This is an optimization exercise on Yosys and OpenROAD, whose aim is small area, a short achievable clock period and few clock cycles per item, not a production implementation. In this exercise RTL edits were held to simulation tests only and were not proved equivalent to the original. Power figures rest on the tool's default switching activity, not on a simulated workload.

==> design/flow/design.v <==
module owcrc_engine (
    input  wire        clk,
    input  wire        rst,           
    input  wire        host_sel,
    input  wire        host_we,
    input  wire [7:0]  host_addr,
    input  wire [31:0] host_wdata,
    output reg  [31:0] host_rdata
);
    localparam [7:0] A_CMD     = 8'h00;
    localparam [7:0] A_STATUS  = 8'h04;
    localparam [7:0] A_CRC     = 8'h08;
    localparam [7:0] A_DEVLO   = 8'h0C;
    localparam [7:0] A_DEVHI   = 8'h10;
    localparam [7:0] A_XFER    = 8'h14;
    localparam [7:0] A_DATA    = 8'h18;
    localparam [7:0] A_CFG     = 8'h1C;
    localparam [7:0] A_RESULT  = 8'h20;
    localparam [7:0] A_BRSTAT  = 8'h24;
    localparam [7:0] A_BUF0    = 8'h40;
    localparam [7:0] A_BUF1    = 8'h44;
    localparam [7:0] A_BUF2    = 8'h48;
    localparam [7:0] A_BUF3    = 8'h4C;
    localparam [7:0] OP_NOP       = 8'h00;
    localparam [7:0] OP_CRC_BYTE  = 8'h01;
    localparam [7:0] OP_CRC_BUF   = 8'h02;
    localparam [7:0] OP_DT_DECODE = 8'h22;
    localparam [7:0] OP_BT_DECODE = 8'h32;
    localparam [7:0] OP_LX_DECODE = 8'h42;
    localparam [2:0] C_NONE    = 3'd0;
    localparam [2:0] C_RANGE   = 3'd4;
    localparam [2:0] C_ILLEGAL = 3'd6;
    localparam [2:0] GSEL_RST = 3'd1;
    localparam [2:0] ISEL_RST = 3'd3;
    localparam [1:0] S_IDLE = 2'd0;
    localparam [1:0] S_DEC  = 2'd1;
    localparam [1:0] S_CRC  = 2'd2;
    localparam [1:0] S_DIV  = 2'd3;
    reg [31:0] cmd_q;
    reg        busy, err, wign;
    reg [2:0]  code;
    reg [15:0] crc_acc;
    reg [31:0] devid_lo, devid_hi;
    reg [6:0]  xfer_addr;
    reg [7:0]  xfer_reg;
    reg [4:0]  xfer_len;
    reg [15:0] data_q;
    reg [1:0]  cfg_speed;
    reg [2:0]  cfg_gsel, cfg_isel;
    reg [31:0] result;
    reg [7:0]  buf_q [0:15];
    reg [1:0]  state;
    reg [3:0]  byte_idx;      
    reg [2:0]  bit_idx;       
    reg [4:0]  crc_nbytes;    
    reg        crc_from_data;  
    reg [30:0] div_num;       
    reg [20:0] div_quo;
    reg [10:0] div_rem;
    reg [4:0]  div_cnt;
    wire [7:0] opcode = cmd_q[7:0];
    wire wr = host_sel &  host_we;
    wire rd = host_sel & ~host_we;
    wire aligned = (host_addr[1:0] == 2'b00);
    wire wr_dropable = aligned && (host_addr == A_CMD   || host_addr == A_CRC   ||
                                   host_addr == A_DEVLO || host_addr == A_DEVHI ||
                                   host_addr == A_XFER  || host_addr == A_DATA  ||
                                   host_addr == A_CFG   || host_addr == A_BUF0  ||
                                   host_addr == A_BUF1  || host_addr == A_BUF2  ||
                                   host_addr == A_BUF3);
    wire wr_ok = wr && wr_dropable && !busy;
    wire [31:0] status_word = {23'd0, wign, 3'd0, code, err, busy};
    reg [31:0] rd_val;
    always @(*) begin
        rd_val = 32'd0;
        if (aligned) begin
            case (host_addr)
                A_CMD:    rd_val = cmd_q;
                A_STATUS: rd_val = status_word;
                A_CRC:    rd_val = {16'd0, crc_acc};
                A_DEVLO:  rd_val = devid_lo;
                A_DEVHI:  rd_val = devid_hi;
                A_XFER:   rd_val = {11'd0, xfer_len, xfer_reg, 1'b0, xfer_addr};
                A_DATA:   rd_val = {16'd0, data_q};
                A_CFG:    rd_val = {21'd0, cfg_isel, 1'b0, cfg_gsel, 2'b00, cfg_speed};
                A_RESULT: rd_val = result;
                A_BRSTAT: rd_val = 32'd0;
                A_BUF0:   rd_val = {buf_q[3],  buf_q[2],  buf_q[1],  buf_q[0]};
                A_BUF1:   rd_val = {buf_q[7],  buf_q[6],  buf_q[5],  buf_q[4]};
                A_BUF2:   rd_val = {buf_q[11], buf_q[10], buf_q[9],  buf_q[8]};
                A_BUF3:   rd_val = {buf_q[15], buf_q[14], buf_q[13], buf_q[12]};
                default:  rd_val = 32'd0;
            endcase
        end
    end
    wire        dt_neg = data_q[15];
    wire [15:0] dt_mag = dt_neg ? (~data_q + 16'd1) : data_q;
    wire [14:0] dt_ip  = dt_mag[15:4] * 4'd10;
    wire [13:0] dt_frx = dt_mag[3:0] * 10'd640 + (dt_neg ? 14'd0 : 14'd512);
    wire [3:0]  dt_fr  = dt_frx[13:10];
    wire [15:0] dt_v   = dt_ip + dt_fr;
    wire        dt_ok  = dt_neg ? (dt_v <= 16'd550) : (dt_v <= 16'd1250);
    wire [31:0] dt_res = dt_neg ? (32'd0 - {16'd0, dt_v}) : {16'd0, dt_v};
    wire [15:0] bt_m10 = data_q[11:0] * 4'd10;
    wire [11:0] bt_v   = bt_m10[15:4];
    wire [31:0] bt_res = data_q[12] ? ({20'd0, bt_v} - 32'd2560) : {20'd0, bt_v};
    reg [3:0] gain_f;
    reg [6:0] it_f;
    always @(*) begin
        case (cfg_gsel)
            3'd0: gain_f = 4'd1;
            3'd1: gain_f = 4'd2;
            3'd2: gain_f = 4'd4;
            3'd3: gain_f = 4'd8;
            default: gain_f = 4'd0;
        endcase
        case (cfg_isel)
            3'd0: it_f = 7'd1;
            3'd1: it_f = 7'd2;
            3'd2: it_f = 7'd4;
            3'd3: it_f = 7'd8;
            3'd4: it_f = 7'd16;
            3'd5: it_f = 7'd32;
            3'd6: it_f = 7'd64;
            default: it_f = 7'd0;
        endcase
    end
    wire        lx_sel_ok = (cfg_gsel < 3'd4) && (cfg_isel < 3'd7);
    wire [14:0] lx_f      = 6'd36 * gain_f * it_f;
    wire [30:0] lx_prod   = data_q * lx_f;
    wire [10:0] div_shift = {div_rem[9:0], div_num[30]};
    wire        div_ge    = (div_shift >= 11'd1000);
    wire [10:0] div_next  = div_ge ? (div_shift - 11'd1000) : div_shift;
    wire [7:0]  crc_byte = crc_from_data ? data_q[7:0] : buf_q[byte_idx];
    wire        crc_fb   = crc_acc[0] ^ crc_byte[bit_idx];
    wire [15:0] crc_step = (crc_acc >> 1) ^ (crc_fb ? 16'hA001 : 16'h0000);
    integer i;
    always @(posedge clk) begin
        if (rst) begin
            cmd_q      <= 32'd0;
            busy       <= 1'b0;
            err        <= 1'b0;
            code       <= C_NONE;
            wign       <= 1'b0;
            crc_acc    <= 16'd0;
            devid_lo   <= 32'd0;
            devid_hi   <= 32'd0;
            xfer_addr  <= 7'd0;
            xfer_reg   <= 8'd0;
            xfer_len   <= 5'd0;
            data_q     <= 16'd0;
            cfg_speed  <= 2'd0;
            cfg_gsel   <= GSEL_RST;
            cfg_isel   <= ISEL_RST;
            result     <= 32'd0;
            for (i = 0; i < 16; i = i + 1)
                buf_q[i] <= 8'd0;
            state      <= S_IDLE;
            byte_idx   <= 4'd0;
            bit_idx    <= 3'd0;
            crc_nbytes <= 5'd0;
            crc_from_data <= 1'b0;
            div_num    <= 31'd0;
            div_quo    <= 21'd0;
            div_rem    <= 11'd0;
            div_cnt    <= 5'd0;
            host_rdata <= 32'd0;
        end else begin
            if (rd)
                host_rdata <= rd_val;
            if (wr && aligned && host_addr == A_STATUS && host_wdata[8])
                wign <= 1'b0;
            if (wr && wr_dropable && busy)
                wign <= 1'b1;
            if (wr_ok) begin
                case (host_addr)
                    A_CMD: begin
                        cmd_q <= host_wdata;
                        busy  <= 1'b1;
                        err   <= 1'b0;
                        code  <= C_NONE;
                        state <= S_DEC;
                    end
                    A_CRC:   crc_acc  <= host_wdata[15:0];
                    A_DEVLO: devid_lo <= host_wdata;
                    A_DEVHI: devid_hi <= host_wdata;
                    A_XFER: begin
                        xfer_addr <= host_wdata[6:0];
                        xfer_reg  <= host_wdata[15:8];
                        xfer_len  <= host_wdata[20:16];
                    end
                    A_DATA:  data_q <= host_wdata[15:0];
                    A_CFG: begin
                        cfg_speed <= host_wdata[1:0];
                        cfg_gsel  <= host_wdata[6:4];
                        cfg_isel  <= host_wdata[10:8];
                    end
                    A_BUF0: {buf_q[3],  buf_q[2],  buf_q[1],  buf_q[0]}  <= host_wdata;
                    A_BUF1: {buf_q[7],  buf_q[6],  buf_q[5],  buf_q[4]}  <= host_wdata;
                    A_BUF2: {buf_q[11], buf_q[10], buf_q[9],  buf_q[8]}  <= host_wdata;
                    A_BUF3: {buf_q[15], buf_q[14], buf_q[13], buf_q[12]} <= host_wdata;
                    default: ;
                endcase
            end
            case (state)
                S_DEC: begin
                    state <= S_IDLE;
                    busy  <= 1'b0;
                    if (cmd_q[31:8] != 24'd0) begin
                        err  <= 1'b1;
                        code <= C_ILLEGAL;
                    end else begin
                        case (opcode)
                            OP_NOP: ;
                            OP_CRC_BYTE: begin
                                crc_from_data <= 1'b1;
                                crc_nbytes    <= 5'd1;
                                byte_idx      <= 4'd0;
                                bit_idx       <= 3'd0;
                                state         <= S_CRC;
                                busy          <= 1'b1;
                            end
                            OP_CRC_BUF: begin
                                if (xfer_len > 5'd16) begin
                                    err  <= 1'b1;
                                    code <= C_ILLEGAL;
                                end else if (xfer_len != 5'd0) begin
                                    crc_from_data <= 1'b0;
                                    crc_nbytes    <= xfer_len;
                                    byte_idx      <= 4'd0;
                                    bit_idx       <= 3'd0;
                                    state         <= S_CRC;
                                    busy          <= 1'b1;
                                end
                            end
                            OP_DT_DECODE: begin
                                if (dt_ok) begin
                                    result <= dt_res;
                                end else begin
                                    result <= 32'd0;
                                    err    <= 1'b1;
                                    code   <= C_RANGE;
                                end
                            end
                            OP_BT_DECODE: result <= bt_res;
                            OP_LX_DECODE: begin
                                if (!lx_sel_ok) begin
                                    err  <= 1'b1;
                                    code <= C_ILLEGAL;
                                end else begin
                                    div_num <= lx_prod;
                                    div_quo <= 21'd0;
                                    div_rem <= 11'd0;
                                    div_cnt <= 5'd0;
                                    state   <= S_DIV;
                                    busy    <= 1'b1;
                                end
                            end
                            default: begin
                                err  <= 1'b1;
                                code <= C_ILLEGAL;
                            end
                        endcase
                    end
                end
                S_CRC: begin
                    crc_acc <= crc_step;
                    bit_idx <= bit_idx + 3'd1;
                    if (bit_idx == 3'd7) begin
                        byte_idx <= byte_idx + 4'd1;
                        if ({1'b0, byte_idx} == crc_nbytes - 5'd1) begin
                            state <= S_IDLE;
                            busy  <= 1'b0;
                        end
                    end
                end
                S_DIV: begin
                    div_rem <= div_next;
                    div_quo <= {div_quo[19:0], div_ge};
                    div_num <= {div_num[29:0], 1'b0};
                    div_cnt <= div_cnt + 5'd1;
                    if (div_cnt == 5'd30) begin
                        result <= {11'd0, div_quo[19:0], div_ge};
                        state  <= S_IDLE;
                        busy   <= 1'b0;
                    end
                end
                default: ;
            endcase
        end
    end
endmodule
==> design/flow/run.sh <==
#!/bin/bash
# synth_recipe.tcl (not shown) runs the flow's synth.tcl, then flattens the netlist and writes it again
# the make line also repeats each setting of config.mk as NAME=value (left out here)
make -C /OpenROAD-flow-scripts/flow DESIGN_CONFIG=/design/flow/config.mk WORK_HOME=/design/flow/orfs CLKGATE_MAP_FILE= SYNTH_SCRIPT=/design/flow/synth_recipe.tcl finish
==> design/flow/config.mk <==
export PLATFORM = sky130hd
export DESIGN_NAME = owcrc_engine
export DESIGN_NICKNAME = owcrc_engine
export VERILOG_FILES = /design/flow/design.v
export SDC_FILE = /design/flow/constraint.sdc
export NUM_CORES = 4
export LEC_CHECK = 0
export CAP_MARGIN = 20
export CORE_MARGIN = 2
export CORE_UTILIZATION = 30
export SLEW_MARGIN = 20
==> design/flow/constraint.sdc <==
create_clock -name core_clock -period 12.0 [get_ports {clk}]
set_input_delay 2.4000 -clock core_clock [delete_from_list [all_inputs] [get_ports {clk}]]
set_output_delay 2.4000 -clock core_clock [all_outputs]
set_load 0.01 [all_outputs]
==> results.sh <==
export IMPL_fmax_ghz=0.0900
export IMPL_utilization=0.340
export IMPL_intPower_mw=2.39
export IMPL_first_iter_violations=3341
export IMPL_drc=0
export IMPL_routed_via_density=5.47
export IMPL_placed_area_um2=32200
export IMPL_clock_latency_ns=0.64
export IMPL_cts_tree="done"
export IMPL_drv_slew=0
export IMPL_arrival_ns=11.55
export IMPL_hold_path_class="flop to flop"
export IMPL_synthTopCellsByArea="dfxtp_1, fa_1, nand2_1, ha_1, a21oi_1"
export IMPL_rows=116
export IMPL_place_gp_congestion=0.915
export IMPL_clockBufferDepth=3
export IMPL_cts_num_sinks=423
export IMPL_nFillCells=10400
export IMPL_setup_viol=0
export IMPL_worstSetupPathType="flop to flop"
export IMPL_ff2ff_setup_slack_ns=0.89
export IMPL_grt_max_degree=99
export IMPL_final_common_cell="nand2_1"
export IMPL_antenna_found_initial=7
export IMPL_ys_ff_latch=423
export IMPL_tightest_slew_ns=1.18
export IMPL_synth_edff_count=0
export IMPL_yosys_area_top_type="dfxtp_1"
export IMPL_final_cell_area_um2=34000
export IMPL_finalCritPeriodShare=0.926
export IMPL_cts_resized=0
export IMPL_portBuffers=75
export IMPL_synth_top_area_share=0.280
export IMPL_required_ns=12.44
export IMPL_syn_to_final_growth_pct=12.3
export IMPL_final_cell_mix="nand2_1, dfxtp_1, a21oi_1, inv_1, fa_1"
export IMPL_synthCells=3848
export IMPL_ys_flop_type="dfxtp_1"
export IMPL_core_area_um2=100000
export IMPL_synth_area_um2=30300
export IMPL_power_switching_mw=0.736
export IMPL_drt_first_pass_iters=6
export IMPL_first_global_vias=26700
export IMPL_drive_above_1_share=0.0638
export IMPL_crit_path_top_delay_cell="fa_1"
export IMPL_cts_root_buffer="clkbuf_16"
export IMPL_max_stage_delay_ns=0.54
export IMPL_yosysWarnings=2
export IMPL_start_util=0.303
export IMPL_cts_setup_buffers=0
export IMPL_grt_ovfl_total=0
export IMPL_multi_input_area_um2=19800
export IMPL_grt_setup_unrepaired="false"
export IMPL_wl_mm=107
export IMPL_synth_async_reset_ratio=0
export IMPL_crit_path_end_kind="flop"
export IMPL_start_kind="flop"
export IMPL_ant_nets=0
export IMPL_wire_per_inst_um=20.9
export IMPL_io_pin_count=76
export IMPL_clkTransAtPathRegs_ns=0.06
export IMPL_fin_ws_ns=0.891
export IMPL_nets=4166
export IMPL_tns_ns=0
export IMPL_avgSynthCellArea_um2=7.87
export IMPL_powerDensity_nw_per_um2=91.9
export IMPL_status="complete, no violations"
export IMPL_vias=27900
export IMPL_power_mw=3.12
export IMPL_maxSlewHeadroom=0.208
export IMPL_ys_types=96
export IMPL_path_common_cell="fa_1"
export IMPL_switching_share=0.236
export IMPL_holdBufCountCts=0
export IMPL_finalClockSkew_ns=0.0513
export IMPL_placedCellCount=5014
export IMPL_finalHoldViolCount=0
export IMPL_hpwl_mm=73.9
export IMPL_crit_fanout=16
export IMPL_finalCriticalPeriod_ns=11.11
export IMPL_cts_buffers=48
export IMPL_final_cells=5106
export IMPL_regArea_um2=8470
export IMPL_power_frac_seq=0.449
export IMPL_die_y_um=322
export IMPL_dp_worst_setup_slack_ns=0.279
export IMPL_htreeDepth=2
export IMPL_ir_worst_vdd_v=0.000110
export IMPL_power_share_clock=0.521
export IMPL_die_w_um=322
export IMPL_largest_register="buf_q"
export IMPL_largest_reg_flops=128
export IMPL_dieArea_um2=103000
export IMPL_cellLeakagePower_nw=13.1
export IMPL_synth_seq_area_share=0.280
export IMPL_hold_ws_ns=0.449
export IMPL_grt_usage=0.204
export IMPL_grt_pass1_wl_mm=165
export IMPL_max_cap_viol_count=0
export IMPL_combinationalPowerShare=0.029
-- critical path, delay by kind of cell, from the launching register on --
kind                       cells  cell delay [ns]
adders and majority gates     14             5.87
AOI/OAI and AO/OA             13             2.68
and+or+nand+nor                4             1.34
buffers and inverters          8             0.59
DFF                            1             0.35
xor gates and xnor gates       1             0.14
-- metal layers --
layer | track usage | routed length (µm) | up-vias
met5 | 0 | 44 | -
met4 | 0.0790 | 4190 | 6
met3 | 0.0329 | 9280 | 204
met2 | 0.316 | 47200 | 1213
met1 | 0.283 | 46000 | 13500
li1 | - | - | 13000
-- final cells by class --
cell class,count,area share
antenna,2,0.000147
clock buffer,61,0.0388
clock inverter,29,0.0125
inverter,287,0.0317
multi-input combinational,2859,0.582
sequential,423,0.249
tap,1298,0.0478
timing repair buffer,147,0.0382
-- power groups by stage --
stage               Combinational [mW]  Sequential [mW]  Clock [mW]
floorplan                       0.0451             1.44           0
global placement                0.0895             1.44           0
detailed placement              0.0896             1.44           0
CTS                             0.0899             1.40        1.65
global route                    0.0970             1.40        1.70
finish                          0.0918             1.40        1.63
-- worst paths after layout --
| kind | start | to | depth (start not counted) |
|---|---|---|---|
| worst min-delay path | div_quo[19] | div_quo[19] | 2 |
| worst max register to register | cfg_gsel[0] | div_num[27] | 40 |
| worst min register to register | div_quo[19] | div_quo[19] | 2 |
| worst max-delay path | cfg_gsel[0] | div_num[27] | 40 |
-- logic make-up (layout without fill, tap and decap cells) --
logic type / Yosys count / count (layout) / synth area share
multiplexers: 28 / 28 / 0.0111
adder cells (fa/ha/maj): 356 / 356 / 0.193
other: 2 / 7 / 0.000248
XOR/XNOR: 97 / 97 / 0.0287
AND/OR/NAND/NOR: 1448 / 1448 / 0.215
buffers and inverters: 569 / 524 / 0.0721
flip-flops: 423 / 423 / 0.280
AO/OA/AOI/OAI: 925 / 925 / 0.200
-- synth_stat cells, types with 70 or more instances --
cell / n
fa_1: 186
clkbuf_1: 248
and2_1: 70
dfxtp_1: 423
o21ai_0: 84
ha_1: 170
inv_1: 286
a22oi_1: 106
a21oi_1: 413
nand2_1: 822
nand3_1: 126
nor2_1: 170
Testbench counts, summed over its fixed seeds: cycles 76,910, commands 1,920.

-- re-timing with driven ports --
How much do the figures lean on ideal ports? The routed layout below was timed once more, with nothing changed but the port constraints.
Step 1 sets driving cells, clkbuf_16 on the clock port and buf_2 on the other inputs (assumed; they add their load-dependent delay and slew).
Step 2 times the ports against the registers' clock, not the clock port: input delays grow and output delays shrink by t, the midpoint of the rising clock arrivals with the driver on.
a / b / c = ideal ports / drivers / drivers and shift; a / b = the first two.
t (ns): 0.681
setup WS [ns]: 0.891 / 0.891 / 0.891
hold slack, ns: 0.449 / 0.449 / 0.449
clock arrival spread, ns: 0.051 / 0.051
After both steps setup and hold are still met in this run. The setup slack of this run moves by 0.000 ns with the drivers and by 0.000 ns with both steps.
